From an optimization exercise on the open Yosys and OpenROAD flow, aimed at small area; shortcuts taken in it are not production practice. RTL that was checked went through simulation tests only; none was proved equivalent to the original. Only the layout flow was run in run 2; the RTL was not checked for function there. Power is estimated from default activity; no workload was simulated.

## config.mk

```make
export PLATFORM = sky130hd
export DESIGN_NAME = epdl_core
export DESIGN_NICKNAME = epdl_core
export VERILOG_FILES = /design/flow/design.v
export SDC_FILE = /design/flow/constraint.sdc
export NUM_CORES = 4
export LEC_CHECK = 0
export CAP_MARGIN = 20
export CORE_MARGIN = 2
export CORE_UTILIZATION = 50
export CTS_BUF_LIST = sky130_fd_sc_hd__clkbuf_8
export CTS_CLUSTER_DIAMETER = 68
export CTS_CLUSTER_SIZE = 19
export SLEW_MARGIN = 20
export SYNTH_HIERARCHICAL = 1
```

## constraint.sdc

```tcl
create_clock -name core_clock -period 10.0 [get_ports {clk}]
set_input_delay 2.0000 -clock core_clock [delete_from_list [all_inputs] [get_ports {clk}]]
set_output_delay 2.0000 -clock core_clock [all_outputs]
set_load 0.01 [all_outputs]
```

## design.v

```verilog
module epdl_framer (
    input  wire        clk,
    input  wire        rst_n,
    input  wire        start,
    input  wire [1:0]  kind,
    input  wire        do_begin,
    input  wire        do_shift,
    input  wire        do_end,
    input  wire        pix,         
    input  wire        last_byte,   
    input  wire        spi_big,     
    input  wire [14:0] spi_f,       
    input  wire        idle_req,    
    input  wire        busy_sync,
    output wire [6:0]  byte_idx,
    output wire [2:0]  bit_idx,     
    input  wire        byte_dc,
    output reg         cs_n,
    output reg         dc,
    output wire        sck,
    output wire        done,
    output wire        smp_valid,   
    output wire        smp_begin,   
    output wire        timeout      
);
    localparam [1:0] K_TXN = 2'd0, K_WAIT = 2'd1, K_POLL = 2'd2, K_DELAY = 2'd3;
    localparam [3:0] E_IDLE = 4'd0,
                     E_CSW  = 4'd1,    
                     E_LOAD = 4'd2,    
                     E_LO   = 4'd3,    
                     E_HI   = 4'd4,    
                     E_HOLD = 4'd5,    
                     E_END  = 4'd6,    
                     E_CSH  = 4'd7,    
                     E_POLL = 4'd8,    
                     E_DLY  = 4'd9,    
                     E_DONE = 4'd10;   
    localparam [15:0] ACC0 = 16'd15536;
    reg [3:0]  st;
    reg [15:0] acc;
    reg [9:0]  cnt;
    assign byte_idx = cnt[9:3];
    assign bit_idx  = cnt[2:0];
    assign done     = (st == E_DONE);
    wire timed = (st == E_CSW) || (st == E_LO) || (st == E_HI) || (st == E_HOLD) ||
                 (st == E_CSH) || (st == E_DLY);
    wire dly   = (st == E_DLY);
    wire [15:0] step = dly ? ((kind == K_WAIT) ? 16'd200 : 16'd25) : {spi_f, 1'b0};
    wire [16:0] sum  = {1'b0, acc} + {1'b0, step};
    wire tick = (!dly && spi_big) || sum[16];
    wire st_start = (st == E_IDLE) && start;
    assign smp_begin = st_start && (kind == K_TXN) && do_begin;
    assign smp_valid = smp_begin || (st_start && kind == K_POLL) || (st == E_POLL);
    assign timeout   = dly && tick && (kind == K_WAIT) && (cnt == 10'd400);
    assign sck       = (st == E_HI);
    always @(posedge clk) begin
        acc <= (timed && !tick) ? sum[15:0] : ACC0;
        if (st_start)
            cnt <= {{7{pix && kind == K_TXN}}, 3'd0};
        else if ((st == E_HI && tick) || (st == E_POLL && busy_sync))
            cnt <= cnt + 10'd1;
    end
    always @(posedge clk or negedge rst_n) begin
        if (!rst_n) begin
            st   <= E_IDLE;
            cs_n <= 1'b1;
            dc   <= 1'b1;
        end else begin
            if (idle_req) begin
                cs_n <= 1'b1;
                dc   <= 1'b1;
            end
            case (st)
                E_IDLE: begin
                    if (start) begin
                        case (kind)
                            K_TXN: begin
                                if (do_begin) begin
                                    cs_n <= 1'b0;
                                    st   <= E_CSW;
                                end else if (do_shift)
                                    st <= E_LOAD;
                                else
                                    st <= E_END;
                            end
                            K_WAIT:  st <= E_POLL;
                            K_POLL:  st <= E_DONE;
                            default: st <= E_DLY;
                        endcase
                    end
                end
                E_CSW: begin
                    if (tick) begin
                        if (do_shift)
                            st <= E_LOAD;
                        else if (do_end)
                            st <= E_END;
                        else
                            st <= E_DONE;
                    end
                end
                E_LOAD: begin
                    dc <= byte_dc;
                    st <= E_LO;
                end
                E_LO: if (tick) st <= E_HI;
                E_HI: begin
                    if (tick)
                        st <= (cnt[2:0] == 3'd7) ? E_HOLD : E_LO;
                end
                E_HOLD: begin
                    if (tick) begin
                        if (!last_byte)
                            st <= E_LOAD;
                        else begin
                            dc <= 1'b1;
                            st <= do_end ? E_END : E_DONE;
                        end
                    end
                end
                E_END: begin
                    cs_n <= 1'b1;
                    st   <= E_CSH;
                end
                E_CSH: if (tick) st <= E_DONE;
                E_POLL: st <= busy_sync ? E_DLY : E_DONE;
                E_DLY: begin
                    if (tick)
                        st <= (kind == K_WAIT && cnt != 10'd400) ? E_POLL : E_DONE;
                end
                default: st <= E_IDLE;
            endcase
        end
    end
endmodule
module epdl_core (
    input  wire        clk,
    input  wire        rst_n,
    input  wire        op_valid,
    output wire        op_ready,
    input  wire [63:0] op_word,
    output reg         rsp_valid,
    output reg  [31:0] rsp_word,
    output reg         rsp_refused,
    output wire        cs_n,
    output wire        dc,
    output reg         epd_rst_n,
    output wire        sck,
    output wire        mosi,
    input  wire        busy
);
    localparam [7:0] THRESHOLD = 8'd7;
    localparam [31:0] SPI_HZ_DEFAULT = 32'd25000;
    localparam [7:0] OP_BUS_RESET = 8'h01, OP_BUS_INIT = 8'h02, OP_TXN_START = 8'h03,
                     OP_TXN_END = 8'h04, OP_WCMD = 8'h05, OP_WDATA = 8'h06,
                     OP_WCMD_T = 8'h07, OP_WDATA_T = 8'h08, OP_INIT = 8'h10,
                     OP_ENTER_FULL = 8'h11, OP_ENTER_PARTIAL = 8'h12,
                     OP_DRAW_PIXEL = 8'h13, OP_FILL = 8'h14, OP_UPDATE = 8'h15,
                     OP_UPDATE_PF = 8'h16, OP_IS_BUSY = 8'h17, OP_WAIT_BUSY = 8'h18,
                     OP_SET_ROTATION = 8'h19, OP_GET_PIXEL = 8'h1A, OP_READ_REG = 8'h1B,
                     OP_CLEAR_STATUS = 8'h1C;
    localparam integer F_NO_TXN = 0, F_REENTRANT = 1, F_UNMATCHED_END = 2, F_ROTATION = 3,
                       F_POWER_STATE = 4, F_WAIT_TIMEOUT = 5, F_UPDATE_DROPPED = 6,
                       F_ILLEGAL_OP = 7, F_NOT_INIT = 8, F_HAZ_BUSY = 9,
                       F_TXN_ABANDONED = 10, F_RESTORE = 11;
    localparam [3:0] SQ_PTR = 4'd0, SQ_AREA = 4'd1, SQ_LUTF = 4'd2, SQ_LUTP = 4'd3,
                     SQ_PIX = 4'd4, SQ_PON = 4'd5, SQ_UPDF = 4'd6, SQ_UPDP = 4'd7,
                     SQ_CFG = 4'd8,
                     SQ_R_START = 4'd9,     
                     SQ_R_END   = 4'd10,    
                     SQ_R_C     = 4'd11,    
                     SQ_R_D     = 4'd12,    
                     SQ_R_CT    = 4'd13,    
                     SQ_R_DT    = 4'd14;    
    localparam [1:0] K_TXN = 2'd0, K_WAIT = 2'd1, K_POLL = 2'd2, K_DELAY = 2'd3;
    localparam [3:0] U_FIN = 4'd0, U_TXN = 4'd1, U_WAIT = 4'd2, U_DLY = 4'd3,
                     U_CFGIDLE = 4'd4, U_RSTLO = 4'd5, U_RSTHI = 4'd6, U_NOP = 4'd7,
                     U_JMP = 4'd8, U_CALL = 4'd9, U_RET = 4'd10, U_EM = 4'd11,
                     U_NOTINIT = 4'd12, U_PFCHK = 4'd13, U_PFEND = 4'd14, U_POLL = 4'd15;
    localparam [1:0] C_ALWAYS = 2'd0, C_NOT_INITOP = 2'd1, C_PWRON = 2'd2, C_FULL = 2'd3;
    localparam [5:0] PC_BUS_INIT = 6'd0, PC_BUS_RESET = 6'd1, PC_ENTER_FULL = 6'd10,
                     PC_ENTER_PARTIAL = 6'd12, PC_UPDATE = 6'd14, PC_UPDATE_PF = 6'd16,
                     PC_EM1 = 6'd24, PC_EM0 = 6'd29, PC_DU = 6'd37, PC_WAIT_BUSY = 6'd60,
                     PC_IS_BUSY = 6'd62, PC_DIV = 6'd46;
    function [7:0] lut_full(input [6:0] i);    
        case (i[4:0])
            5'd1:  lut_full = 8'h02; 5'd2:  lut_full = 8'h02; 5'd3:  lut_full = 8'h01;
            5'd4:  lut_full = 8'h11; 5'd5:  lut_full = 8'h12; 5'd6:  lut_full = 8'h12;
            5'd7:  lut_full = 8'h22; 5'd8:  lut_full = 8'h22; 5'd9:  lut_full = 8'h66;
            5'd10: lut_full = 8'h69; 5'd11: lut_full = 8'h69; 5'd12: lut_full = 8'h59;
            5'd13: lut_full = 8'h58; 5'd14: lut_full = 8'h99; 5'd15: lut_full = 8'h99;
            5'd16: lut_full = 8'h88; 5'd21: lut_full = 8'hF8; 5'd22: lut_full = 8'hB4;
            5'd23: lut_full = 8'h13; 5'd24: lut_full = 8'h51; 5'd25: lut_full = 8'h35;
            5'd26: lut_full = 8'h51; 5'd27: lut_full = 8'h51; 5'd28: lut_full = 8'h19;
            5'd29: lut_full = 8'h01;
            default: lut_full = 8'h00;
        endcase
    endfunction
    function [7:0] lut_part(input [6:0] i);    
        case (i[4:0])
            5'd1:  lut_part = 8'h10; 5'd2:  lut_part = 8'h18; 5'd3:  lut_part = 8'h18;
            5'd4:  lut_part = 8'h08; 5'd5:  lut_part = 8'h18; 5'd6:  lut_part = 8'h18;
            5'd7:  lut_part = 8'h08; 5'd21: lut_part = 8'h13; 5'd22: lut_part = 8'h14;
            5'd23: lut_part = 8'h44; 5'd24: lut_part = 8'h12;
            default: lut_part = 8'h00;
        endcase
    endfunction
    function [8:0] cfg_byte(input [3:0] i);    
        case (i)
            4'd0:  cfg_byte = {1'b0, 8'h01};
            4'd1:  cfg_byte = {1'b1, 8'h0F};
            4'd2:  cfg_byte = {1'b1, 8'h00};
            4'd3:  cfg_byte = {1'b1, 8'h00};
            4'd4:  cfg_byte = {1'b0, 8'h0C};
            4'd5:  cfg_byte = {1'b1, 8'hD7};
            4'd6:  cfg_byte = {1'b1, 8'hD6};
            4'd7:  cfg_byte = {1'b1, 8'h9D};
            4'd8:  cfg_byte = {1'b0, 8'h2C};
            4'd9:  cfg_byte = {1'b1, 8'hA8};
            4'd10: cfg_byte = {1'b0, 8'h3A};
            4'd11: cfg_byte = {1'b1, 8'h1A};
            4'd12: cfg_byte = {1'b0, 8'h3B};
            4'd13: cfg_byte = {1'b1, 8'h08};
            4'd14: cfg_byte = {1'b0, 8'h11};
            default: cfg_byte = {1'b1, 8'h03};
        endcase
    endfunction
    localparam [2:0] S_IDLE = 3'd0, S_DEC_R = 3'd1, S_DEC_F = 3'd2, S_DEC_X = 3'd3,
                     S_DIV = 3'd4, S_RUN = 3'd5, S_WAITF0 = 3'd6, S_WAITF = 3'd7;
    localparam [2:0] RK_ZERO = 3'd0, RK_EM = 3'd1, RK_UPD = 3'd2, RK_UPF = 3'd3,
                     RK_WAIT = 3'd4, RK_ISB = 3'd5, RK_PIX = 3'd6, RK_REG = 3'd7;
    reg [2:0]  state;
    reg [5:0]  pc;
    reg [5:0]  pc_nxt;
    reg [5:0]  ret_pc;
    wire [7:0] raw_byte = {ret_pc[4:0], fc, fb, fa};
    reg [2:0]  rk;
    reg        fa, fb, fc;      
    reg [31:0] spi_hz;
    reg [2:0]  count;
    reg        initialized;
    reg        full_mode;
    reg        power_on;
    reg [1:0]  rotation;
    reg [11:0] status;
    reg        busy_last;
    reg        busy_s1, busy_s2;
    reg [1:0]  f_kind;
    reg [3:0]  f_seq;
    reg        f_idle;
    wire [6:0] f_idx;
    wire [2:0] f_bit;
    wire       f_done, f_smp_valid, f_smp_begin, f_timeout;
    wire txn_open = ~cs_n;
    wire accept   = (state == S_IDLE) && op_valid;
    assign op_ready = (state == S_IDLE);
    wire [63:0] w   = op_word;
    wire [7:0]  opc = w[63:56];
    reg legal;
    always @(*) begin
        case (opc)
            OP_BUS_RESET, OP_TXN_START, OP_TXN_END, OP_ENTER_FULL, OP_ENTER_PARTIAL,
            OP_UPDATE, OP_UPDATE_PF, OP_IS_BUSY, OP_WAIT_BUSY:
                legal = (w[55:0] == 56'd0);
            OP_WCMD, OP_WDATA, OP_WCMD_T, OP_WDATA_T, OP_READ_REG, OP_SET_ROTATION:
                legal = (w[55:8] == 48'd0);
            OP_BUS_INIT:
                legal = (w[55:32] == 24'd0);
            OP_INIT:
                legal = (w[55:33] == 23'd0) &&
                        (w[32] ? (w[7:3] == 5'd0 && w[31:16] == 16'd0)
                               : (w[31:0] == 32'd0));
            OP_DRAW_PIXEL:
                legal = (w[55:48] == 8'd0);
            OP_GET_PIXEL:
                legal = (w[55:48] == 8'd0) && (w[15:0] == 16'd0);
            OP_FILL:
                legal = (w[55:16] == 40'd0);
            OP_CLEAR_STATUS:
                legal = (w[55:12] == 44'd0);
            default:
                legal = 1'b0;
        endcase
    end
    wire [15:0] px_x = w[47:32];
    wire [15:0] px_y = w[31:16];
    wire in_range = (px_x[15:5] == 11'd0) && (px_y[15:5] == 11'd0) &&
                    (rotation[0] ? !px_x[4] : !px_y[4]);
    reg [4:0] phys_x;
    reg [3:0] phys_y;
    always @(*) begin
        case (rotation)
            2'd0: begin phys_x = px_x[4:0];  phys_y = px_y[3:0];  end
            2'd1: begin phys_x = ~px_y[4:0]; phys_y = px_x[3:0];  end
            2'd2: begin phys_x = ~px_x[4:0]; phys_y = ~px_y[3:0]; end
            default: begin phys_x = px_y[4:0]; phys_y = ~px_x[3:0]; end
        endcase
    end
    wire [8:0] buf_addr = op_ready ? {phys_y, phys_x} : {f_idx[5:0], f_bit};
    wire       buf_bit;
    wire do_fill = accept && legal && (opc == OP_FILL);
    wire do_draw = accept && legal && (opc == OP_DRAW_PIXEL) && in_range;
    epdl_pixbuf u_buf (
        .clk(clk),
        .fill(do_fill),
        .draw(do_draw),
        .addr(buf_addr),
        .fill_byte(w[7:0]),
        .color(w[15:0] != 16'd0),
        .rd(buf_bit)
    );
    reg       b_dc;
    reg [7:0] b_data;
    reg       b_last;
    reg       b_pix;    
    always @(*) begin
        b_dc   = 1'b1;
        b_data = 8'h00;
        b_pix  = 1'b0;
        case (f_seq)
            SQ_CFG: {b_dc, b_data} = cfg_byte(f_idx[3:0]);
            SQ_AREA: begin
                case (f_idx[2:0])
                    3'd0: begin b_dc = 1'b0; b_data = 8'h44; end
                    3'd2: b_data = 8'h03;
                    3'd3: begin b_dc = 1'b0; b_data = 8'h45; end
                    3'd6: b_data = 8'h0F;
                    default: b_data = 8'h00;
                endcase
            end
            SQ_PTR: begin
                case (f_idx[2:0])
                    3'd0: begin b_dc = 1'b0; b_data = 8'h4E; end
                    3'd2: begin b_dc = 1'b0; b_data = 8'h4F; end
                    default: b_data = 8'h00;
                endcase
            end
            SQ_LUTF: begin
                if (f_idx == 7'd0) begin b_dc = 1'b0; b_data = 8'h32; end
                else b_data = lut_full(f_idx);
            end
            SQ_LUTP: begin
                if (f_idx == 7'd0) begin b_dc = 1'b0; b_data = 8'h32; end
                else b_data = lut_part(f_idx);
            end
            SQ_PON: begin
                case (f_idx[1:0])
                    2'd0: begin b_dc = 1'b0; b_data = 8'h22; end
                    2'd1: b_data = 8'hC0;
                    default: begin b_dc = 1'b0; b_data = 8'h20; end
                endcase
            end
            SQ_UPDF, SQ_UPDP: begin
                case (f_idx[1:0])
                    2'd0: begin b_dc = 1'b0; b_data = 8'h22; end
                    2'd1: b_data = (f_seq == SQ_UPDF) ? 8'hC4 : 8'h04;
                    2'd2: begin b_dc = 1'b0; b_data = 8'h20; end
                    default: begin b_dc = 1'b0; b_data = 8'hFF; end
                endcase
            end
            SQ_PIX: begin
                if (f_idx[6]) begin b_dc = 1'b0; b_data = 8'h24; end
                else b_pix = 1'b1;
            end
            SQ_R_C, SQ_R_CT: begin b_dc = 1'b0; b_data = raw_byte; end
            default: begin b_dc = 1'b1; b_data = raw_byte; end
        endcase
        case (f_seq)
            SQ_CFG:           b_last = (f_idx == 7'd16);
            SQ_AREA:          b_last = (f_idx == 7'd8);
            SQ_PTR:           b_last = (f_idx == 7'd5);
            SQ_LUTF, SQ_LUTP: b_last = (f_idx == 7'd31);
            SQ_PON:           b_last = (f_idx == 7'd3);
            SQ_UPDF, SQ_UPDP: b_last = (f_idx == 7'd4);
            SQ_PIX:           b_last = (f_idx == 7'd64);
            default:          b_last = (f_idx == 7'd1);
        endcase
    end
    assign mosi = b_pix ? buf_bit : b_data[~f_bit];
    wire f_raw   = (f_seq >= SQ_R_START);
    wire f_begin = !f_raw || f_seq == SQ_R_START || f_seq == SQ_R_CT || f_seq == SQ_R_DT;
    wire f_shift = !f_raw || f_seq == SQ_R_C || f_seq == SQ_R_D ||
                   f_seq == SQ_R_CT || f_seq == SQ_R_DT;
    wire f_end   = !f_raw || f_seq == SQ_R_END || f_seq == SQ_R_CT || f_seq == SQ_R_DT;
    reg [31:0] reg_val;
    always @(*) begin
        case ({fc, fb, fa})
            3'd0: reg_val = {14'd0, busy_last, txn_open, 4'd0, status};
            3'd1: reg_val = {16'd0, 5'd0, count, 5'd0, power_on, full_mode, initialized};
            3'd2: reg_val = 32'h1E03_0709;
            3'd3: reg_val = 32'h0010_0020;
            3'd4: reg_val = {30'd0, rotation};
            3'd5: reg_val = spi_hz;
            default: reg_val = 32'd64;
        endcase
    end
    always @(*) begin
        rsp_word = 32'd0;
        case (rk)
            RK_EM:   rsp_word[1:0] = {fb, fa};
            RK_UPD:  rsp_word[1:0] = {fb, 1'b1};
            RK_UPF:  rsp_word[2:0] = {fa, fb, 1'b1};
            RK_WAIT: rsp_word[1:0] = {fb, ~fb};
            RK_ISB:  rsp_word[0]   = busy_last;
            RK_PIX:  begin rsp_word[0] = fa; rsp_word[8] = fb; end
            RK_REG:  rsp_word = reg_val;
            default: rsp_word = 32'd0;
        endcase
    end
    wire [7:0]  uinst;
    epdl_ucode u_ucode (.pc(pc), .uinst(uinst));
    wire [3:0]  u_op  = uinst[7:4];
    wire [3:0]  u_arg = uinst[3:0];
    wire [5:0]  u_jmp = pc + ((u_arg[1:0] == 2'd1) ? 6'd7 : (u_arg[1:0] == 2'd2) ? 6'd2 : 6'd3);
    wire [5:0]  u_sub = (u_arg[1:0] == 2'd0) ? PC_EM1 : (u_arg[1:0] == 2'd1) ? PC_EM0 : PC_DU;
    reg cond;
    always @(*) begin
        case (u_arg[3:2])
            C_NOT_INITOP: cond = !fa;
            C_PWRON:      cond = power_on;
            C_FULL:       cond = full_mode;
            default:      cond = 1'b1;
        endcase
    end
    wire bus_init_go = (w[31:0] != 32'd0);
    always @(posedge clk or negedge rst_n) begin
        if (!rst_n) begin
            state       <= S_IDLE;
            spi_hz      <= SPI_HZ_DEFAULT;
            count       <= 3'd0;
            initialized <= 1'b0;
            full_mode   <= 1'b1;
            power_on    <= 1'b0;
            rotation    <= 2'd0;
            status      <= 12'd0;
            busy_last   <= 1'b1;
            busy_s1     <= 1'b1;
            busy_s2     <= 1'b1;
            epd_rst_n   <= 1'b1;
            rsp_valid   <= 1'b0;
            f_idle      <= 1'b0;
        end else begin
            busy_s1   <= busy;
            busy_s2   <= busy_s1;
            rsp_valid <= 1'b0;
            f_idle    <= 1'b0;
            if (f_smp_valid) begin
                busy_last <= busy_s2;
                if (f_smp_begin && busy_s2)
                    status[F_HAZ_BUSY] <= 1'b1;
            end
            if (f_timeout)
                status[F_WAIT_TIMEOUT] <= 1'b1;
            case (state)
                S_IDLE: begin
                    if (op_valid) begin
                        state <= S_DEC_R;
                        if (!legal)
                            status[F_ILLEGAL_OP] <= 1'b1;
                        else begin
                            case (opc)
                                OP_BUS_RESET: begin
                                    initialized <= 1'b0;
                                    power_on    <= 1'b0;
                                    state       <= S_DEC_X;
                                end
                                OP_BUS_INIT: begin
                                    if (!bus_init_go)
                                        status[F_ILLEGAL_OP] <= 1'b1;
                                    else begin
                                        spi_hz      <= w[31:0];
                                        initialized <= 1'b0;
                                        power_on    <= 1'b0;
                                        if (txn_open)
                                            status[F_TXN_ABANDONED] <= 1'b1;
                                        state <= S_DIV;
                                    end
                                end
                                OP_INIT: begin
                                    initialized <= 1'b0;
                                    power_on    <= w[32] & w[2];
                                    if (w[32]) begin
                                        full_mode <= w[1];
                                        if (w[15:8] > THRESHOLD) begin
                                            status[F_RESTORE] <= 1'b1;
                                            count <= THRESHOLD[2:0];
                                        end else
                                            count <= w[10:8];
                                    end
                                    if (txn_open)
                                        status[F_TXN_ABANDONED] <= 1'b1;
                                    state <= S_DEC_X;
                                end
                                OP_TXN_START, OP_WCMD_T, OP_WDATA_T: begin
                                    if (txn_open)
                                        status[F_REENTRANT] <= 1'b1;
                                    else
                                        state <= S_DEC_F;
                                end
                                OP_TXN_END: begin
                                    if (!txn_open)
                                        status[F_UNMATCHED_END] <= 1'b1;
                                    else
                                        state <= S_DEC_F;
                                end
                                OP_WCMD, OP_WDATA: begin
                                    if (!txn_open)
                                        status[F_NO_TXN] <= 1'b1;
                                    else
                                        state <= S_DEC_F;
                                end
                                OP_ENTER_FULL, OP_ENTER_PARTIAL, OP_UPDATE, OP_UPDATE_PF: begin
                                    if (txn_open)
                                        status[F_REENTRANT] <= 1'b1;
                                    else
                                        state <= S_DEC_X;
                                end
                                OP_IS_BUSY, OP_WAIT_BUSY:
                                    state <= S_DEC_X;
                                OP_SET_ROTATION: begin
                                    if (w[7:0] >= 8'd4)
                                        status[F_ROTATION] <= 1'b1;
                                    else
                                        rotation <= w[1:0];
                                end
                                OP_READ_REG: begin
                                    if (w[7:0] >= 8'd7)
                                        status[F_ILLEGAL_OP] <= 1'b1;
                                end
                                OP_CLEAR_STATUS:
                                    status <= status & ~w[11:0];
                                default: ;
                            endcase
                        end
                    end
                end
                S_DEC_R: begin
                    rsp_valid <= 1'b1;
                    state     <= S_IDLE;
                end
                S_DEC_F: begin
                    state <= S_WAITF0;
                end
                S_DEC_X: state <= S_RUN;
                S_DIV: begin
                    if (pc == 6'd63)
                        state <= S_RUN;
                end
                S_RUN: begin
                    case (u_op)
                        U_FIN: begin
                            rsp_valid <= 1'b1;
                            state     <= S_IDLE;
                        end
                        U_TXN: begin
                            if (u_arg == SQ_PON) begin
                                if (power_on) status[F_POWER_STATE] <= 1'b1;
                                power_on <= 1'b1;
                            end
                            state <= S_WAITF0;
                        end
                        U_WAIT, U_DLY, U_POLL: begin
                            state <= S_WAITF0;
                        end
                        U_CFGIDLE: f_idle <= 1'b1;
                        U_RSTLO:   epd_rst_n <= 1'b0;
                        U_RSTHI:   epd_rst_n <= 1'b1;
                        U_EM: begin
                            if (!(full_mode == u_arg[0] && initialized)) begin
                                initialized <= 1'b1;
                                full_mode   <= u_arg[0];
                            end
                        end
                        U_NOTINIT: begin
                            if (!initialized)
                                status[F_NOT_INIT] <= 1'b1;
                        end
                        U_PFCHK: begin
                            if (count < 3'd6)
                                count <= count + 3'd1;
                        end
                        U_PFEND: count <= 3'd0;
                        default: ;
                    endcase
                end
                S_WAITF0: state <= S_WAITF;
                S_WAITF: begin
                    if (f_done) begin
                        if (f_raw && f_kind == K_TXN) begin
                            rsp_valid <= 1'b1;
                            state     <= S_IDLE;
                        end else
                            state <= S_RUN;
                    end
                end
                default: state <= S_IDLE;
            endcase
        end
    end
    always @(posedge clk) begin
        if (accept) begin
            rsp_refused <= 1'b0;
            rk <= RK_ZERO;
            fa <= 1'b0;
            fb <= 1'b0;
            fc <= 1'b0;
            f_kind <= K_TXN;
            ret_pc[4:0] <= w[7:3];
            if (!legal)
                rsp_refused <= 1'b1;
            else begin
                case (opc)
                    OP_BUS_INIT: begin
                        if (!bus_init_go) rsp_refused <= 1'b1;
                    end
                    OP_INIT: begin
                        fa <= 1'b1;
                    end
                    OP_TXN_START, OP_WCMD_T, OP_WDATA_T: begin
                        if (txn_open) rsp_refused <= 1'b1;
                        {fc, fb, fa} <= w[2:0];
                        f_seq <= (opc == OP_TXN_START) ? SQ_R_START :
                                 (opc == OP_WCMD_T) ? SQ_R_CT : SQ_R_DT;
                    end
                    OP_TXN_END: begin
                        if (!txn_open) rsp_refused <= 1'b1;
                        f_seq <= SQ_R_END;
                    end
                    OP_WCMD, OP_WDATA: begin
                        if (!txn_open) rsp_refused <= 1'b1;
                        {fc, fb, fa} <= w[2:0];
                        f_seq <= (opc == OP_WCMD) ? SQ_R_C : SQ_R_D;
                    end
                    OP_ENTER_FULL, OP_ENTER_PARTIAL, OP_UPDATE, OP_UPDATE_PF: begin
                        if (txn_open) rsp_refused <= 1'b1;
                        else begin
                            case (opc)
                                OP_ENTER_FULL, OP_ENTER_PARTIAL: rk <= RK_EM;
                                OP_UPDATE:                       rk <= RK_UPD;
                                default:                         rk <= RK_UPF;
                            endcase
                        end
                    end
                    OP_IS_BUSY:   rk <= RK_ISB;
                    OP_WAIT_BUSY: rk <= RK_WAIT;
                    OP_GET_PIXEL: begin
                        rk <= RK_PIX;
                        fa <= in_range & buf_bit;
                        fb <= !in_range;
                    end
                    OP_READ_REG: begin
                        if (w[7:0] >= 8'd7) rsp_refused <= 1'b1;
                        else begin
                            rk <= RK_REG;
                            {fc, fb, fa} <= w[2:0];
                        end
                    end
                    default: ;
                endcase
            end
        end else begin
            if (f_timeout)
                fb <= 1'b1;
            if (state == S_RUN) begin
                    case (u_op)
                        U_TXN: begin
                            f_kind <= K_TXN;
                            f_seq  <= u_arg;
                        end
                        U_WAIT:  f_kind <= K_WAIT;
                        U_DLY:   f_kind <= K_DELAY;
                        U_POLL:  f_kind <= K_POLL;
                        U_CALL:  ret_pc <= pc + 6'd1;
                        U_EM: begin
                            if (!(full_mode == u_arg[0] && initialized))
                                fa <= 1'b1;
                        end
                        U_PFCHK: begin
                            if (count >= 3'd6)
                                fa <= 1'b1;
                        end
                        default: ;
                    endcase
            end
        end
    end
    always @(*) begin
        pc_nxt = pc;
        case (state)
            S_IDLE: begin
                case (opc)
                    OP_BUS_RESET:     pc_nxt = PC_BUS_RESET;
                    OP_BUS_INIT:      pc_nxt = PC_DIV;
                    OP_INIT:          pc_nxt = PC_BUS_INIT;
                    OP_ENTER_FULL:    pc_nxt = PC_ENTER_FULL;
                    OP_ENTER_PARTIAL: pc_nxt = PC_ENTER_PARTIAL;
                    OP_UPDATE:        pc_nxt = PC_UPDATE;
                    OP_UPDATE_PF:     pc_nxt = PC_UPDATE_PF;
                    OP_IS_BUSY:       pc_nxt = PC_IS_BUSY;
                    default:          pc_nxt = PC_WAIT_BUSY;
                endcase
            end
            S_DIV: pc_nxt = pc + 6'd1;
            S_RUN: begin
                pc_nxt = pc + 6'd1;
                case (u_op)
                    U_JMP:   if (cond) pc_nxt = u_jmp;
                    U_CALL:  pc_nxt = u_sub;
                    U_RET:   pc_nxt = ret_pc;
                    U_EM:    if (full_mode == u_arg[0] && initialized) pc_nxt = ret_pc;
                    U_PFCHK: if (count < 3'd6) pc_nxt = PC_UPDATE;
                    default: ;
                endcase
            end
            default: ;
        endcase
    end
    always @(posedge clk or negedge rst_n) begin
        if (!rst_n)
            pc <= 6'd0;
        else
            pc <= pc_nxt;
    end
    epdl_framer u_framer (
        .clk(clk),
        .rst_n(rst_n),
        .start(state == S_WAITF0),
        .kind(f_kind),
        .do_begin(f_begin),
        .do_shift(f_shift),
        .do_end(f_end),
        .pix(f_seq == SQ_PIX),
        .last_byte(b_last),
        .spi_big(spi_hz >= 32'd25000),
        .spi_f(spi_hz[14:0]),
        .idle_req(f_idle),
        .busy_sync(busy_s2),
        .byte_idx(f_idx),
        .bit_idx(f_bit),
        .byte_dc(b_dc),
        .cs_n(cs_n),
        .dc(dc),
        .sck(sck),
        .done(f_done),
        .smp_valid(f_smp_valid),
        .smp_begin(f_smp_begin),
        .timeout(f_timeout)
    );
endmodule
module epdl_pixbuf (
    input  wire       clk,
    input  wire       fill,
    input  wire       draw,
    input  wire [8:0] addr,
    input  wire [7:0] fill_byte,
    input  wire       color,
    output wire       rd
);
    reg [511:0] pbuf;
    wire [3:0] ry = addr[8:5];
    wire [4:0] cx = addr[4:0];
    wire [15:0] rowhot = 16'd1 << ry;
    wire [31:0] colhot = 32'd1 << cx;
    wire [31:0] colv;
    wire [31:0] d;
    genvar i, c;
    generate
        for (c = 0; c < 32; c = c + 1) begin : g_col
            wire [15:0] bits;
            for (i = 0; i < 16; i = i + 1) begin : g_r
                assign bits[i] = pbuf[i*32 + c];
            end
            epdl_aor16 u_rd (.a(bits), .s(rowhot), .y(colv[c]));
            assign d[c] = fill ? fill_byte[7 - (c % 8)] : (colhot[c] ? color : colv[c]);
        end
        for (i = 0; i < 512; i = i + 1) begin : g_bit
            always @(posedge clk)
                if (fill | (draw & rowhot[i / 32]))
                    pbuf[i] <= d[i % 32];
        end
    endgenerate
    assign rd = |(colv & colhot);
endmodule
module epdl_aor16 (input wire [15:0] a, input wire [15:0] s, output wire y);
    assign y = |(a & s);
endmodule
module epdl_ucode (input wire [5:0] pc, output reg [7:0] uinst);
    localparam [3:0] SQ_PTR = 4'd0, SQ_AREA = 4'd1, SQ_LUTF = 4'd2, SQ_LUTP = 4'd3,
                     SQ_PIX = 4'd4, SQ_PON = 4'd5, SQ_UPDF = 4'd6, SQ_UPDP = 4'd7,
                     SQ_CFG = 4'd8;
    localparam [3:0] U_FIN = 4'd0, U_TXN = 4'd1, U_WAIT = 4'd2, U_DLY = 4'd3,
                     U_CFGIDLE = 4'd4, U_RSTLO = 4'd5, U_RSTHI = 4'd6, U_NOP = 4'd7,
                     U_JMP = 4'd8, U_CALL = 4'd9, U_RET = 4'd10, U_EM = 4'd11,
                     U_NOTINIT = 4'd12, U_PFCHK = 4'd13, U_PFEND = 4'd14, U_POLL = 4'd15;
    localparam [1:0] C_ALWAYS = 2'd0, C_NOT_INITOP = 2'd1, C_PWRON = 2'd2, C_FULL = 2'd3;
    localparam [1:0] J3 = 2'd0, J7 = 2'd1, J2 = 2'd2;
    localparam [3:0] S_EM1 = 4'd0, S_EM0 = 4'd1, S_DU = 4'd2;
    always @(*) begin
        case (pc)
            6'd0:  uinst = {U_CFGIDLE, 4'd0};    
            6'd1:  uinst = {U_RSTLO,   4'd0};    
            6'd2:  uinst = {U_DLY,     4'd0};
            6'd3:  uinst = {U_RSTHI,   4'd0};
            6'd4:  uinst = {U_DLY,     4'd0};
            6'd5:  uinst = {U_NOP,     4'd0};
            6'd6:  uinst = {U_JMP,     C_NOT_INITOP, J3};    
            6'd7:  uinst = {U_TXN,     SQ_CFG};
            6'd8:  uinst = {U_NOP,     4'd0};
            6'd9:  uinst = {U_FIN,     4'd0};
            6'd10: uinst = {U_CALL,    S_EM1};   
            6'd11: uinst = {U_FIN,     4'd0};
            6'd12: uinst = {U_CALL,    S_EM0};   
            6'd13: uinst = {U_FIN,     4'd0};
            6'd14: uinst = {U_CALL,    S_DU};    
            6'd15: uinst = {U_FIN,     4'd0};
            6'd16: uinst = {U_PFCHK,   4'd0};    
            6'd17: uinst = {U_CALL,    S_DU};
            6'd18: uinst = {U_CALL,    S_EM1};
            6'd19: uinst = {U_WAIT,    4'd0};
            6'd20: uinst = {U_CALL,    S_DU};
            6'd21: uinst = {U_CALL,    S_EM0};
            6'd22: uinst = {U_PFEND,   4'd0};
            6'd23: uinst = {U_FIN,     4'd0};
            6'd24: uinst = {U_EM,      4'd1};    
            6'd25: uinst = {U_TXN,     SQ_AREA};
            6'd26: uinst = {U_TXN,     SQ_PTR};
            6'd27: uinst = {U_TXN,     SQ_LUTF};
            6'd28: uinst = {U_JMP,     C_ALWAYS, J3};        
            6'd29: uinst = {U_EM,      4'd0};    
            6'd30: uinst = {U_TXN,     SQ_LUTP};
            6'd31: uinst = {U_TXN,     SQ_PON};
            6'd32: uinst = {U_WAIT,    4'd0};
            6'd33: uinst = {U_JMP,     C_ALWAYS, J3};        
            6'd36: uinst = {U_RET,     4'd0};
            6'd37: uinst = {U_NOP,     4'd0};    
            6'd38: uinst = {U_NOTINIT, 4'd0};
            6'd39: uinst = {U_JMP,     C_PWRON, J3};         
            6'd40: uinst = {U_TXN,     SQ_PON};
            6'd41: uinst = {U_WAIT,    4'd0};
            6'd42: uinst = {U_JMP,     C_FULL, J3};          
            6'd43: uinst = {U_TXN,     SQ_AREA};
            6'd44: uinst = {U_TXN,     SQ_PTR};
            6'd45: uinst = {U_WAIT,    4'd0};
            6'd46: uinst = {U_TXN,     SQ_PIX};
            6'd47: uinst = {U_JMP,     C_FULL, J7};          
            6'd48: uinst = {U_TXN,     SQ_UPDP};
            6'd49: uinst = {U_TXN,     SQ_AREA};
            6'd50: uinst = {U_TXN,     SQ_PTR};
            6'd51: uinst = {U_WAIT,    4'd0};
            6'd52: uinst = {U_TXN,     SQ_PIX};
            6'd53: uinst = {U_JMP,     C_ALWAYS, J2};        
            6'd54: uinst = {U_TXN,     SQ_UPDF};
            6'd55: uinst = {U_WAIT,    4'd0};
            6'd56: uinst = {U_JMP,     C_ALWAYS, J3};        
            6'd59: uinst = {U_RET,     4'd0};
            6'd60: uinst = {U_WAIT,    4'd0};    
            6'd61: uinst = {U_FIN,     4'd0};
            6'd62: uinst = {U_POLL,    4'd0};    
            default: uinst = {U_FIN,   4'd0};
        endcase
    end
endmodule
```

## flow/run.sh

```bash
#!/bin/bash
# The standard layout (the standard.sh: standard synthesis unchanged,
# then ORFS floorplan .. finish), with three changes to how the layout is
# built:
#  - after the floorplan, every logic gate is replaced by the smallest cell
#    of the same function (flow/downsize.tcl); the later repair steps size
#    cells up again where slew, capacitance or timing need it;
#  - the port buffers are the smallest buffer cell;
#  - clock tree synthesis uses the clustering of config.mk and adds no
#    dummy loads.
# The standard flow's whole output is in standard.log here; ORFS's own
# per-step logs are under orfs/logs/.
set -euo pipefail
here=$(pwd)
export POST_FLOORPLAN_TCL="$here/flow/downsize.tcl"
export BUFFER_PORTS_ARGS="-buffer_cell sky130_fd_sc_hd__buf_1"
export CTS_ARGS="-sink_clustering_enable -repair_clock_nets -sink_clustering_size 19 -sink_clustering_max_diameter 68 -buf_list sky130_fd_sc_hd__clkbuf_8 -dont_use_dummy_load"
bash standard.sh > standard.log 2>&1
```

## flow/downsize.tcl

```tcl
# Replace each logic gate by the smallest cell of the same function
# (same name up to the drive-strength suffix). Registers, buffers and
# special cells are left alone. Later repair steps resize where needed.
set ds_map {
  sky130_fd_sc_hd__a2111o_2 sky130_fd_sc_hd__a2111o_1
  sky130_fd_sc_hd__a2111o_4 sky130_fd_sc_hd__a2111o_1
  sky130_fd_sc_hd__a2111oi_1 sky130_fd_sc_hd__a2111oi_0
  sky130_fd_sc_hd__a2111oi_2 sky130_fd_sc_hd__a2111oi_0
  sky130_fd_sc_hd__a2111oi_4 sky130_fd_sc_hd__a2111oi_0
  sky130_fd_sc_hd__a211o_2 sky130_fd_sc_hd__a211o_1
  sky130_fd_sc_hd__a211o_4 sky130_fd_sc_hd__a211o_1
  sky130_fd_sc_hd__a211oi_2 sky130_fd_sc_hd__a211oi_1
  sky130_fd_sc_hd__a211oi_4 sky130_fd_sc_hd__a211oi_1
  sky130_fd_sc_hd__a21bo_4 sky130_fd_sc_hd__a21bo_1
  sky130_fd_sc_hd__a21boi_2 sky130_fd_sc_hd__a21boi_0
  sky130_fd_sc_hd__a21boi_4 sky130_fd_sc_hd__a21boi_0
  sky130_fd_sc_hd__a21o_2 sky130_fd_sc_hd__a21o_1
  sky130_fd_sc_hd__a21o_4 sky130_fd_sc_hd__a21o_1
  sky130_fd_sc_hd__a21oi_2 sky130_fd_sc_hd__a21oi_1
  sky130_fd_sc_hd__a21oi_4 sky130_fd_sc_hd__a21oi_1
  sky130_fd_sc_hd__a221o_2 sky130_fd_sc_hd__a221o_1
  sky130_fd_sc_hd__a221o_4 sky130_fd_sc_hd__a221o_1
  sky130_fd_sc_hd__a221oi_2 sky130_fd_sc_hd__a221oi_1
  sky130_fd_sc_hd__a221oi_4 sky130_fd_sc_hd__a221oi_1
  sky130_fd_sc_hd__a22o_2 sky130_fd_sc_hd__a22o_1
  sky130_fd_sc_hd__a22o_4 sky130_fd_sc_hd__a22o_1
  sky130_fd_sc_hd__a22oi_2 sky130_fd_sc_hd__a22oi_1
  sky130_fd_sc_hd__a22oi_4 sky130_fd_sc_hd__a22oi_1
  sky130_fd_sc_hd__a2bb2o_2 sky130_fd_sc_hd__a2bb2o_1
  sky130_fd_sc_hd__a2bb2o_4 sky130_fd_sc_hd__a2bb2o_1
  sky130_fd_sc_hd__a2bb2oi_2 sky130_fd_sc_hd__a2bb2oi_1
  sky130_fd_sc_hd__a2bb2oi_4 sky130_fd_sc_hd__a2bb2oi_1
  sky130_fd_sc_hd__a311o_2 sky130_fd_sc_hd__a311o_1
  sky130_fd_sc_hd__a311o_4 sky130_fd_sc_hd__a311o_1
  sky130_fd_sc_hd__a311oi_2 sky130_fd_sc_hd__a311oi_1
  sky130_fd_sc_hd__a311oi_4 sky130_fd_sc_hd__a311oi_1
  sky130_fd_sc_hd__a31o_4 sky130_fd_sc_hd__a31o_1
  sky130_fd_sc_hd__a31oi_2 sky130_fd_sc_hd__a31oi_1
  sky130_fd_sc_hd__a31oi_4 sky130_fd_sc_hd__a31oi_1
  sky130_fd_sc_hd__a32o_2 sky130_fd_sc_hd__a32o_1
  sky130_fd_sc_hd__a32o_4 sky130_fd_sc_hd__a32o_1
  sky130_fd_sc_hd__a32oi_2 sky130_fd_sc_hd__a32oi_1
  sky130_fd_sc_hd__a32oi_4 sky130_fd_sc_hd__a32oi_1
  sky130_fd_sc_hd__a41o_2 sky130_fd_sc_hd__a41o_1
  sky130_fd_sc_hd__a41o_4 sky130_fd_sc_hd__a41o_1
  sky130_fd_sc_hd__a41oi_2 sky130_fd_sc_hd__a41oi_1
  sky130_fd_sc_hd__a41oi_4 sky130_fd_sc_hd__a41oi_1
  sky130_fd_sc_hd__and2_2 sky130_fd_sc_hd__and2_0
  sky130_fd_sc_hd__and2_4 sky130_fd_sc_hd__and2_0
  sky130_fd_sc_hd__and2b_2 sky130_fd_sc_hd__and2b_1
  sky130_fd_sc_hd__and2b_4 sky130_fd_sc_hd__and2b_1
  sky130_fd_sc_hd__and3_2 sky130_fd_sc_hd__and3_1
  sky130_fd_sc_hd__and3_4 sky130_fd_sc_hd__and3_1
  sky130_fd_sc_hd__and3b_2 sky130_fd_sc_hd__and3b_1
  sky130_fd_sc_hd__and3b_4 sky130_fd_sc_hd__and3b_1
  sky130_fd_sc_hd__and4_2 sky130_fd_sc_hd__and4_1
  sky130_fd_sc_hd__and4_4 sky130_fd_sc_hd__and4_1
  sky130_fd_sc_hd__and4b_2 sky130_fd_sc_hd__and4b_1
  sky130_fd_sc_hd__and4b_4 sky130_fd_sc_hd__and4b_1
  sky130_fd_sc_hd__and4bb_4 sky130_fd_sc_hd__and4bb_1
  sky130_fd_sc_hd__fa_2 sky130_fd_sc_hd__fa_1
  sky130_fd_sc_hd__fa_4 sky130_fd_sc_hd__fa_1
  sky130_fd_sc_hd__ha_2 sky130_fd_sc_hd__ha_1
  sky130_fd_sc_hd__ha_4 sky130_fd_sc_hd__ha_1
  sky130_fd_sc_hd__inv_4 sky130_fd_sc_hd__inv_1
  sky130_fd_sc_hd__inv_6 sky130_fd_sc_hd__inv_1
  sky130_fd_sc_hd__inv_8 sky130_fd_sc_hd__inv_1
  sky130_fd_sc_hd__inv_12 sky130_fd_sc_hd__inv_1
  sky130_fd_sc_hd__inv_16 sky130_fd_sc_hd__inv_1
  sky130_fd_sc_hd__maj3_2 sky130_fd_sc_hd__maj3_1
  sky130_fd_sc_hd__maj3_4 sky130_fd_sc_hd__maj3_1
  sky130_fd_sc_hd__mux2_4 sky130_fd_sc_hd__mux2_1
  sky130_fd_sc_hd__mux2_8 sky130_fd_sc_hd__mux2_1
  sky130_fd_sc_hd__mux2i_2 sky130_fd_sc_hd__mux2i_1
  sky130_fd_sc_hd__mux2i_4 sky130_fd_sc_hd__mux2i_1
  sky130_fd_sc_hd__mux4_4 sky130_fd_sc_hd__mux4_2
  sky130_fd_sc_hd__mux4_1 sky130_fd_sc_hd__mux4_2
  sky130_fd_sc_hd__nand2_2 sky130_fd_sc_hd__nand2_1
  sky130_fd_sc_hd__nand2_4 sky130_fd_sc_hd__nand2_1
  sky130_fd_sc_hd__nand2_8 sky130_fd_sc_hd__nand2_1
  sky130_fd_sc_hd__nand2b_2 sky130_fd_sc_hd__nand2b_1
  sky130_fd_sc_hd__nand2b_4 sky130_fd_sc_hd__nand2b_1
  sky130_fd_sc_hd__nand3_2 sky130_fd_sc_hd__nand3_1
  sky130_fd_sc_hd__nand3_4 sky130_fd_sc_hd__nand3_1
  sky130_fd_sc_hd__nand3b_2 sky130_fd_sc_hd__nand3b_1
  sky130_fd_sc_hd__nand3b_4 sky130_fd_sc_hd__nand3b_1
  sky130_fd_sc_hd__nand4_2 sky130_fd_sc_hd__nand4_1
  sky130_fd_sc_hd__nand4_4 sky130_fd_sc_hd__nand4_1
  sky130_fd_sc_hd__nand4b_2 sky130_fd_sc_hd__nand4b_1
  sky130_fd_sc_hd__nand4b_4 sky130_fd_sc_hd__nand4b_1
  sky130_fd_sc_hd__nand4bb_2 sky130_fd_sc_hd__nand4bb_1
  sky130_fd_sc_hd__nand4bb_4 sky130_fd_sc_hd__nand4bb_1
  sky130_fd_sc_hd__nor2_2 sky130_fd_sc_hd__nor2_1
  sky130_fd_sc_hd__nor2_4 sky130_fd_sc_hd__nor2_1
  sky130_fd_sc_hd__nor2_8 sky130_fd_sc_hd__nor2_1
  sky130_fd_sc_hd__nor2b_2 sky130_fd_sc_hd__nor2b_1
  sky130_fd_sc_hd__nor2b_4 sky130_fd_sc_hd__nor2b_1
  sky130_fd_sc_hd__nor3_2 sky130_fd_sc_hd__nor3_1
  sky130_fd_sc_hd__nor3_4 sky130_fd_sc_hd__nor3_1
  sky130_fd_sc_hd__nor3b_2 sky130_fd_sc_hd__nor3b_1
  sky130_fd_sc_hd__nor3b_4 sky130_fd_sc_hd__nor3b_1
  sky130_fd_sc_hd__nor4_2 sky130_fd_sc_hd__nor4_1
  sky130_fd_sc_hd__nor4_4 sky130_fd_sc_hd__nor4_1
  sky130_fd_sc_hd__nor4b_2 sky130_fd_sc_hd__nor4b_1
  sky130_fd_sc_hd__nor4b_4 sky130_fd_sc_hd__nor4b_1
  sky130_fd_sc_hd__nor4bb_2 sky130_fd_sc_hd__nor4bb_1
  sky130_fd_sc_hd__nor4bb_4 sky130_fd_sc_hd__nor4bb_1
  sky130_fd_sc_hd__o2111a_2 sky130_fd_sc_hd__o2111a_1
  sky130_fd_sc_hd__o2111a_4 sky130_fd_sc_hd__o2111a_1
  sky130_fd_sc_hd__o2111ai_2 sky130_fd_sc_hd__o2111ai_1
  sky130_fd_sc_hd__o2111ai_4 sky130_fd_sc_hd__o2111ai_1
  sky130_fd_sc_hd__o211a_4 sky130_fd_sc_hd__o211a_1
  sky130_fd_sc_hd__o211ai_2 sky130_fd_sc_hd__o211ai_1
  sky130_fd_sc_hd__o211ai_4 sky130_fd_sc_hd__o211ai_1
  sky130_fd_sc_hd__o21a_2 sky130_fd_sc_hd__o21a_1
  sky130_fd_sc_hd__o21a_4 sky130_fd_sc_hd__o21a_1
  sky130_fd_sc_hd__o21ai_2 sky130_fd_sc_hd__o21ai_0
  sky130_fd_sc_hd__o21ai_4 sky130_fd_sc_hd__o21ai_0
  sky130_fd_sc_hd__o21ba_4 sky130_fd_sc_hd__o21ba_1
  sky130_fd_sc_hd__o21bai_2 sky130_fd_sc_hd__o21bai_1
  sky130_fd_sc_hd__o21bai_4 sky130_fd_sc_hd__o21bai_1
  sky130_fd_sc_hd__o221a_4 sky130_fd_sc_hd__o221a_1
  sky130_fd_sc_hd__o221ai_2 sky130_fd_sc_hd__o221ai_1
  sky130_fd_sc_hd__o221ai_4 sky130_fd_sc_hd__o221ai_1
  sky130_fd_sc_hd__o22a_2 sky130_fd_sc_hd__o22a_1
  sky130_fd_sc_hd__o22a_4 sky130_fd_sc_hd__o22a_1
  sky130_fd_sc_hd__o22ai_2 sky130_fd_sc_hd__o22ai_1
  sky130_fd_sc_hd__o22ai_4 sky130_fd_sc_hd__o22ai_1
  sky130_fd_sc_hd__o2bb2a_2 sky130_fd_sc_hd__o2bb2a_1
  sky130_fd_sc_hd__o2bb2a_4 sky130_fd_sc_hd__o2bb2a_1
  sky130_fd_sc_hd__o2bb2ai_2 sky130_fd_sc_hd__o2bb2ai_1
  sky130_fd_sc_hd__o2bb2ai_4 sky130_fd_sc_hd__o2bb2ai_1
  sky130_fd_sc_hd__o311a_2 sky130_fd_sc_hd__o311a_1
  sky130_fd_sc_hd__o311a_4 sky130_fd_sc_hd__o311a_1
  sky130_fd_sc_hd__o311ai_2 sky130_fd_sc_hd__o311ai_0
  sky130_fd_sc_hd__o311ai_4 sky130_fd_sc_hd__o311ai_0
  sky130_fd_sc_hd__o31a_2 sky130_fd_sc_hd__o31a_1
  sky130_fd_sc_hd__o31a_4 sky130_fd_sc_hd__o31a_1
  sky130_fd_sc_hd__o31ai_2 sky130_fd_sc_hd__o31ai_1
  sky130_fd_sc_hd__o31ai_4 sky130_fd_sc_hd__o31ai_1
  sky130_fd_sc_hd__o32a_2 sky130_fd_sc_hd__o32a_1
  sky130_fd_sc_hd__o32a_4 sky130_fd_sc_hd__o32a_1
  sky130_fd_sc_hd__o32ai_2 sky130_fd_sc_hd__o32ai_1
  sky130_fd_sc_hd__o32ai_4 sky130_fd_sc_hd__o32ai_1
  sky130_fd_sc_hd__o41a_2 sky130_fd_sc_hd__o41a_1
  sky130_fd_sc_hd__o41a_4 sky130_fd_sc_hd__o41a_1
  sky130_fd_sc_hd__o41ai_2 sky130_fd_sc_hd__o41ai_1
  sky130_fd_sc_hd__o41ai_4 sky130_fd_sc_hd__o41ai_1
  sky130_fd_sc_hd__or2_4 sky130_fd_sc_hd__or2_0
  sky130_fd_sc_hd__or2b_2 sky130_fd_sc_hd__or2b_1
  sky130_fd_sc_hd__or2b_4 sky130_fd_sc_hd__or2b_1
  sky130_fd_sc_hd__or3_2 sky130_fd_sc_hd__or3_1
  sky130_fd_sc_hd__or3_4 sky130_fd_sc_hd__or3_1
  sky130_fd_sc_hd__or3b_4 sky130_fd_sc_hd__or3b_1
  sky130_fd_sc_hd__or4_2 sky130_fd_sc_hd__or4_1
  sky130_fd_sc_hd__or4_4 sky130_fd_sc_hd__or4_1
  sky130_fd_sc_hd__or4b_4 sky130_fd_sc_hd__or4b_1
  sky130_fd_sc_hd__or4bb_2 sky130_fd_sc_hd__or4bb_1
  sky130_fd_sc_hd__or4bb_4 sky130_fd_sc_hd__or4bb_1
  sky130_fd_sc_hd__sedfxbp_2 sky130_fd_sc_hd__sedfxbp_1
  sky130_fd_sc_hd__sedfxtp_2 sky130_fd_sc_hd__sedfxtp_1
  sky130_fd_sc_hd__sedfxtp_4 sky130_fd_sc_hd__sedfxtp_1
  sky130_fd_sc_hd__xnor2_2 sky130_fd_sc_hd__xnor2_1
  sky130_fd_sc_hd__xnor2_4 sky130_fd_sc_hd__xnor2_1
  sky130_fd_sc_hd__xnor3_2 sky130_fd_sc_hd__xnor3_1
  sky130_fd_sc_hd__xnor3_4 sky130_fd_sc_hd__xnor3_1
  sky130_fd_sc_hd__xor2_2 sky130_fd_sc_hd__xor2_1
  sky130_fd_sc_hd__xor2_4 sky130_fd_sc_hd__xor2_1
  sky130_fd_sc_hd__xor3_2 sky130_fd_sc_hd__xor3_1
  sky130_fd_sc_hd__xor3_4 sky130_fd_sc_hd__xor3_1
}
set ds_n 0
foreach inst [get_cells *] {
  set master [get_property $inst ref_name]
  if {[dict exists $ds_map $master]} {
    replace_cell [get_property $inst full_name] [dict get $ds_map $master]
    incr ds_n
  }
}
puts "downsize: replaced $ds_n cells"
```

## standard.sh

```bash
#!/bin/bash
# synth_recipe.tcl (not shown) runs the flow's synth.tcl, then flattens the netlist and writes it again
# the make line also repeats each setting of config.mk as NAME=value (left out here)
make -C /OpenROAD-flow-scripts/flow DESIGN_CONFIG=/design/flow/config.mk WORK_HOME=/design/flow/orfs CLKGATE_MAP_FILE= SYNTH_SCRIPT=/design/flow/synth_recipe.tcl "${@:-finish}"
```

==> qor.yml, run 1 <==
crit_required_ns: 8.00
synthMuxAreaShare_pct: 4.135
seq_power_share_pct: 45.4
start_util_pct: 50.45
ys_top_cells_by_area: "edfxtp_1, a221oi_2, dfrtp_1"
path_max_fanout: 32
setup_violations: 0
holdWs_ns: 0.3609
clock_sinks: 630
period_needed_ns: 8.534
synth_area_leader_cell: "edfxtp_1"
rr_startpoint: "state[0]"
antenna_found_initial: 1
drc: 0
r2r_end: "fa"
place_hpwl_mm: 59.77
drtPass1Iterations: 6
cp.arrival_ns: 6.53
clockPowerShare_pct: 13.5
synth_top_family_by_area: "compound AO/OA/AOI/OAI gates"
ir_worst_vdd_v: 0.0002086
fin_area_um2: 32530
clockBufferDepth: 3
mostFrequentLayoutCells: "edfxtp_1, nand2_1, a221oi_1, a22o_1, nor2_1"
synthToLayoutAreaGrowth_pct: 4.682
grtUsageMet2_pct: 48.24
ys_ff_latch: 630
core-area_um2: 61600
min_from: "busy_s1"
routabilityCongestion: 0.9233
hold_end: "busy_s2"
syn_area_um2: 31080
detail_route.wirelength_mm: 91.76
setup_ws_ns: 1.466
path_cells: "buf_1, mux2i_1, xor2_1, o21ai_0, nand2_1, nor2_4, a22o_1, a221oi_1, nand4_1, mux2i_1, a2111oi_0, o31ai_1, nand4_1, a211o_1, inv_1, a2bb2oi_1, buf_1"
syn_nets: 2536
startpoint_type: "input port"
cts_made_buffers: 45
p_int_mw: 5.286
wl_per_cell_um: 27.28
nNetsFinal: 2644
die-area_um2: 64170
power_frac_comb_pct: 41.1
die_height_um: 253.3
grt.met3_usage_pct: 3.156
grtUsageMet1_pct: 37.65
holdBufCountCts: 0
cts_root_buffer: "clkbuf_8"
rows: 91
drtAntennaViolNets: 0
final_cells: 3364
clk_pin_slew_ns: 0.09
finalCritPeriodShare_pct: 85.34
synth_simple_gate_area_share_pct: 11.44
ys_types: 101
grt_start_max_net_pins: 58
synth_warnings: 10
leakage_nw: 10.88
grt_pass1_vias: 21390
crit_family: "simple AND/OR/NAND/NOR gates"
ys_async_sr_fraction_pct: 11.59
ys_seq_area_share_pct: 59.07
synthAdderAreaFrac_pct: 1.957
drt_iter0_drc: 2075
r2r_cells: 16
post_cts_buffers: 0
worst_slew_pin_slew_ns: 1.187
synth_flop_cell: "edfxtp_1"
cts_max_level: 2
layout_commonest_cell: "edfxtp_1"
track_usage_pct: 28.40
busiest_layer: "met2"
grt_pass1_wl_mm: 136.4
place_area_um2: 31760
cp.buffers_inverters: 3
hold_path.class: "register to register"
tns_ns: 0
synth_cells: 2420
viasPerCell: 6.546
synth-xor-area-share_pct: 1.099
avgSynthCellArea_um2: 12.84
slowest_delay_ns: 1.08
dr_total_vias: 22020
r2r_setup_slack_ns: 4.33
clock_latency_ns: 0.70
cts_resized: 0
endpoint_kind: "output pin"
cts_tree: "done"
synth.top_cell.area_share_pct: 51.79
powerDensity_nw_per_um2: 270.3
die_w_um: 253.3
post-route-util_pct: 52.82
synth_compound_area_share_pct: 19.89
skew_ns: 0.1298
totalPowerFinal_mw: 8.794
dp.cells: 3313
relSlewSlack_pct: 20.67
grt-ovfl-total: 0
portBuffers: 107
io_pins: 108
hold_viol: 0
outcome: "timing/DRC/antenna clean"
max_cap_viol_count: 0
synth-edff-count: 536
maxSlewViolCount: 0
whs_path_depth: 0
rsz0062_at_grt: "false"
swShare_pct: 39.88
drive_gt1_share_pct: 8.472
max_freq_mhz: 117.2
path_class: "input port to output pin"
slowest_stage: "nor2_4"
p_switching_mw: 3.507
post-place-ws_ns: 1.558
-- metal layers --
layer	share of wire [%]	wire, um	vias to the layer above
met5	0	0	-
li1	-	-	9816
met1	40	36980	11010
met2	49	45020	993
met4	3.7	3357	0
met3	7.0	6412	197
-- worst register-to-register path, cell delays in order (launching register included) --
cell and delay (ns):
dfrtp_1 0.60, or3_1 0.45, buf_4 0.24, o21ai_0 0.41, nand2b_1 0.69, nor3_2 0.08
buf_4 0.33, a22o_1 0.29, a221oi_1 0.40, nand4_1 0.29, nor3b_1 0.22, o21ai_0 0.22
o2111ai_1 0.22, a211o_1 0.48, a31o_2 0.26, a21oi_1 0.10, o21ai_0 0.10
-- flip-flops by register name (all words and copies together), names as in the netlist, 2 cells and up --
name          cells
u_buf.pbuf      512
spi_hz           32
u_framer.acc     16
status           12
u_framer.cnt     10
pc                6
ret_pc            6
f_seq             4
u_framer.st       4
count             3
rk                3
state             3
f_kind            2
rotation          2
-- cells in the mapped netlist (all sizes together) (8+ instances only) --
cell type    n
edfxtp     536
nand2      171
nor2       143
a221oi     137
a22o       133
a21oi      131
o21ai      121
clkbuf      80
dfrtp       60
mux2i       59
nand3       55
inv         54
nand4       53
nor3        51
ha          47
nand2b      42
mux2        41
and2        35
buf         34
a31oi       31
nor2b       31
nor4        23
dfxtp       21
xnor2       21
xor2        18
a211oi      17
a22oi       16
o211ai      16
o31ai       15
and3        14
dfstp       13
nand3b      13
or2         13
nor3b       10
a211o        9
o221ai       8
or3          8
-- Yosys stat by module (local to each module, per instance) --
module       flip-flops and latches  area [um^2]  copies in the design
epdl_ucode                        0        760.7                     1
epdl_core                        86         7889                     1
epdl_framer                      32         2391                     1
epdl_aor16                        0        101.3                    32
epdl_pixbuf                     512        16790                     1
-- power by group through the flow --
stage	clock network [mW]	registers, mW	logic, mW
final	1.19	3.99	3.61
after global placement	0	4.05	3.41
after detailed placement	0	4.06	3.49
after floorplan	0	3.92	2.48
after global routing	1.29	4.01	3.92
after CTS	1.22	4.00	3.50
-- cell type report --
cell class,count,area (um^2)
well taps,837,1047
diodes,1,2.502
clock buffers,45,619.3
flip-flops and latches,630,18360
multi-input cells,1619,11330
repair buffers,175,965.9
fillers,5277,29060
inverters,57,214.0
-- logic make-up after synthesis --
logic type / after synthesis
xor gates and xnor gates: 39
AOI/OAI and AO/OA: 738
and+or+nand+nor: 689
DFF: 630
muxes: 105
adders and majority gates: 48
buffers and inverters: 171
-- how the worst max path moves through the flow --
stage               slack [ns]  cells after the start    to   startpoint
floorplan                 0.79                     15  mosi  op_word[32]
global placement          1.64                     17  mosi  op_word[17]
detailed placement        1.56                     17  mosi  op_word[18]
CTS                       1.54                     17  mosi  op_word[18]
global route              1.15                     17  mosi  op_word[34]
finish                    1.47                     17  mosi  op_word[34]
==> run 2, diff against run 1 <==
--- a/design.v
+++ b/design.v
@@ -782,7 +782,17 @@
     assign rd = |(colv & colhot);
 endmodule
 module epdl_aor16 (input wire [15:0] a, input wire [15:0] s, output wire y);
-    assign y = |(a & s);
+    wire [5:0] g;
+    epdl_aoi222 u_g0 (.a(a[2:0]),   .s(s[2:0]),   .y(g[0]));
+    epdl_aoi222 u_g1 (.a(a[5:3]),   .s(s[5:3]),   .y(g[1]));
+    epdl_aoi222 u_g2 (.a(a[8:6]),   .s(s[8:6]),   .y(g[2]));
+    epdl_aoi222 u_g3 (.a(a[11:9]),  .s(s[11:9]),  .y(g[3]));
+    epdl_aoi222 u_g4 (.a(a[14:12]), .s(s[14:12]), .y(g[4]));
+    assign g[5] = ~(a[15] & s[15]);
+    assign y = ~(g[0] & g[1] & g[2]) | ~(g[3] & g[4] & g[5]);
+endmodule
+module epdl_aoi222 (input wire [2:0] a, input wire [2:0] s, output wire y);
+    assign y = ~((a[0] & s[0]) | (a[1] & s[1]) | (a[2] & s[2]));
 endmodule
 module epdl_ucode (input wire [5:0] pc, output reg [7:0] uinst);
     localparam [3:0] SQ_PTR = 4'd0, SQ_AREA = 4'd1, SQ_LUTF = 4'd2, SQ_LUTP = 4'd3,
--- a/flow/run.sh
+++ b/flow/run.sh
@@ -14,5 +14,5 @@
 here=$(pwd)
 export POST_FLOORPLAN_TCL="$here/flow/downsize.tcl"
 export BUFFER_PORTS_ARGS="-buffer_cell sky130_fd_sc_hd__buf_1"
-export CTS_ARGS="-sink_clustering_enable -repair_clock_nets -sink_clustering_size 19 -sink_clustering_max_diameter 68 -buf_list sky130_fd_sc_hd__clkbuf_8 -dont_use_dummy_load"
+export CTS_ARGS="-sink_clustering_enable -repair_clock_nets -sink_clustering_size 16 -sink_clustering_max_diameter 60 -buf_list sky130_fd_sc_hd__clkbuf_8 -dont_use_dummy_load"
 bash standard.sh > standard.log 2>&1
--- a/config.mk
+++ b/config.mk
@@ -9,7 +9,7 @@
 export CORE_MARGIN = 2
 export CORE_UTILIZATION = 50
 export CTS_BUF_LIST = sky130_fd_sc_hd__clkbuf_8
-export CTS_CLUSTER_DIAMETER = 68
-export CTS_CLUSTER_SIZE = 19
+export CTS_CLUSTER_DIAMETER = 60
+export CTS_CLUSTER_SIZE = 16
 export SLEW_MARGIN = 20
 export SYNTH_HIERARCHICAL = 1
==> run 2 against run 1 <==
Effect of this change: synthesized cell count fell by 1.4%; wire length rose by 1.6%; count of clock-buffer cells in the layout rose by 6; largest power group unchanged; sequential share of layout area rose by 0.52 points; synthesized area fell by 3.5%; critical endpoint unchanged; clock power rose by 5%.
==> qor.yml, run 2 <==
outcome: "timing/DRC/antenna clean"
leakage_nw: 10.83  # -0.51%
post-place-ws_ns: 1.300  # -0.2583 ns
setup_ws_ns: 0.9885  # -0.4774 ns
synth_cells: 2387  # -1.4%
regMostFlops: "u_buf.pbuf"
synth_flop_cell: "edfxtp_1"
ys_seq_area_share_pct: 61.18  # +2.1 points
hold_path.class: "register to register"
powerDensity_nw_per_um2: 270.3  # about the same
cts_resized: 0  # unchanged
skew_ns: 0.1102  # -0.01963 ns
cp.arrival_ns: 7.01  # +0.48 ns
ys_top_cells_by_area: "edfxtp_1, a222oi_1, dfrtp_1"
crit_path_end: "mosi"
track_usage_pct: 29.36  # +0.96 points
synth_area_leader_cell: "edfxtp_1"
finalCritPeriodShare_pct: 90.12  # +4.8 points
detail_route.wirelength_mm: 93.22  # +1.6%
slowest_delay_ns: 1.03  # -0.05 ns
syn_nets: 2503  # -1.3%
avgSynthCellArea_um2: 12.57  # -2.1%
io_pins: 108  # unchanged
worst_slew_pin_slew_ns: 1.177  # -0.01021 ns
max_cap_viol_count: 0  # unchanged
clock_latency_ns: 0.71  # about the same
largestRegisters: "u_buf.pbuf (512), spi_hz (32), u_framer.acc (16)"
max_freq_mhz: 111.0  # -5.3%
cts_tree: "done"
antenna_found_initial: 1  # unchanged
clock_sinks: 630  # unchanged
ys_types: 102  # +0.99%
endpoint_kind: "output pin"
place_hpwl_mm: 60.63  # +1.4%
viasPerCell: 6.807  # +4.0%
tns_ns: 0  # unchanged
portBuffers: 107  # unchanged
drt_iter0_drc: 2621  # +26%
r2r_cells: 17  # +1
cp-startpoint: "op_word[18]"
r2r_end: "fa"
synth.top_cell.area_share_pct: 53.64  # +1.9 points
rr_startpoint: "state[0]"
setup_violations: 0  # unchanged
ir_worst_vdd_v: 0.0001622  # -22%
hold_viol: 0  # unchanged
die_w_um: 249.0  # -1.7%
drive_gt1_share_pct: 8.760  # +0.29 points
die-area_um2: 61990  # -3.4%
synth-edff-count: 536  # unchanged
path_class: "input port to output pin"
period_needed_ns: 9.012  # +0.4774 ns
grt-ovfl-total: 0  # unchanged
slowest_stage: "nor2_4"
dr_total_vias: 22290  # +1.2%
relSlewSlack_pct: 21.54  # +0.87 points
clk_pin_slew_ns: 0.09  # about the same
cts_made_buffers: 51  # +13%
place_area_um2: 31450  # -0.98%
cts_max_level: 2  # unchanged
rsz0062_at_grt: "false"
fin_area_um2: 32240  # -0.91%
yosysMostFrequentCell: "edfxtp_1"
post_cts_buffers: 0  # unchanged
grt_pass1_wl_mm: 138.6  # +1.7%
wl_per_cell_um: 28.46  # +4.3%
nNetsFinal: 2618  # -0.98%
rows: 89  # -2.2%
synth_common_cells: "edfxtp_1, nand2_1, a222oi_1"
holdBufCountCts: 0  # unchanged
synthToLayoutAreaGrowth_pct: 7.439
## run 2: cell types whose count changed after synthesis, sizes merged, moves of 21 or more
cell	before	now
a221oi	137	9
nand2	171	192
and3	14	47
a222oi	0	160
a22o	133	5
## run 2: how the worst min path moves through the flow
| stage | slack [ns] | endpoint | cells after the start | start |
|---|---|---|---|---|
| after floorplan | 0.35 | busy_s2 | 0 | busy_s1 |
| after global placement | 0.38 | busy_s2 | 0 | busy_s1 |
| after detailed placement | 0.38 | busy_s2 | 0 | busy_s1 |
| after CTS | 0.34 | busy_s2 | 0 | busy_s1 |
| after global routing | 0.33 | busy_s2 | 0 | busy_s1 |
| final | 0.33 | busy_s2 | 0 | busy_s1 |
## run 2: stage by stage
stage | hold WS (ns) | std cells
floorplan | 0.3452 | 2387
global placement | 0.3816 | 3219
detailed placement | 0.3770 | 3220
CTS | 0.3362 | 3271
global route | 0.3259 | 3274
finish | 0.3309 | 3275
## run 2: report_power, final
part	internal (mW)	switching, mW
clock network	0.454	0.791
registers	3.79	0.178
logic	1.02	2.47
## run 2: cells by family after synthesis
group | after synthesis | synth area share, %
and+or+nand+nor | 733 | 12.60
AOI/OAI and AO/OA | 660 | 16.27
DFF | 630 | 61.18
buffers and inverters | 173 | 2.539
muxes | 104 | 4.249
adders and majority gates | 48 | 2.027
xor gates and xnor gates | 39 | 1.138
## run 2: Yosys stat by module (local to each module, per instance)
| module | times used | area, um^2 | flops+latches |
|---|---|---|---|
| epdl_framer | 1 | 2440 | 32 |
| epdl_core | 1 | 7889 | 86 |
| epdl_aor16 | 32 | 16.27 | 0 |
| epdl_ucode | 1 | 760.7 | 0 |
| epdl_aoi222 | 160 | 10.01 | 0 |
| epdl_pixbuf | 1 | 16790 | 512 |
## run 2: cell type report
class                           instances  area, um^2
Inverter                               59       221.5
Tap cell                              773       967.2
Antenna cell                            2       5.005
Sequential cell                       630       18360
Clock buffer                           51       701.9
Timing Repair Buffer                  176       943.4
Multi-Input combinational cell       1584       11040
Fill cell                            5053       26890
## run 2: per-layer routing
metal | wire, um | GRT usage [%] | vias to the layer above
met3 | 7344 | 3.459 | 229
met5 | 0 | 0 | -
met1 | 37420 | 39.58 | 11060
li1 | - | - | 9783
met4 | 4222 | 12.28 | 0
met2 | 44230 | 48.49 | 1219
## run 2: critical path, delay by kind of cell
kind | cells | cell delay (ns)
buf+inv | 3 | 0.48
mux | 2 | 0.54
simple gates | 4 | 1.93
compound gates | 6 | 1.87
xor+xnor | 1 | 0.16

what the ideal ports hide:
Ports are ideal in the flow. The routed layouts listed here were re-timed in OpenROAD.
Step 1, drivers: a clkbuf_16 drives clk and a buf_2 each remaining input, both assumed.
Step 2 also shifts input and output timing later by t, the mid clock arrival at the registers, as if the neighbouring blocks saw the same clock.
Slacks: ideal / step 1 / step 2; pairs: ideal / step 1.
run | t (ns) | setup WS [ns] | worst register clock-pin slew, ns | worst slew at a driven data input, ns | cell pins on the clock port's net
run 1 | 0.690 | 1.466 / 1.442 / 1.442 | 0.12 / 0.12 | 0.12 | 1
run 2 | 0.716 | 0.988 / 0.967 / 0.967 | 0.11 / 0.11 | 0.04 | 1
After both steps every run listed still meets setup and hold. For run 1, which loses most, drivers alone change the setup slack by -0.024 ns; drivers and shift together by -0.024 ns.
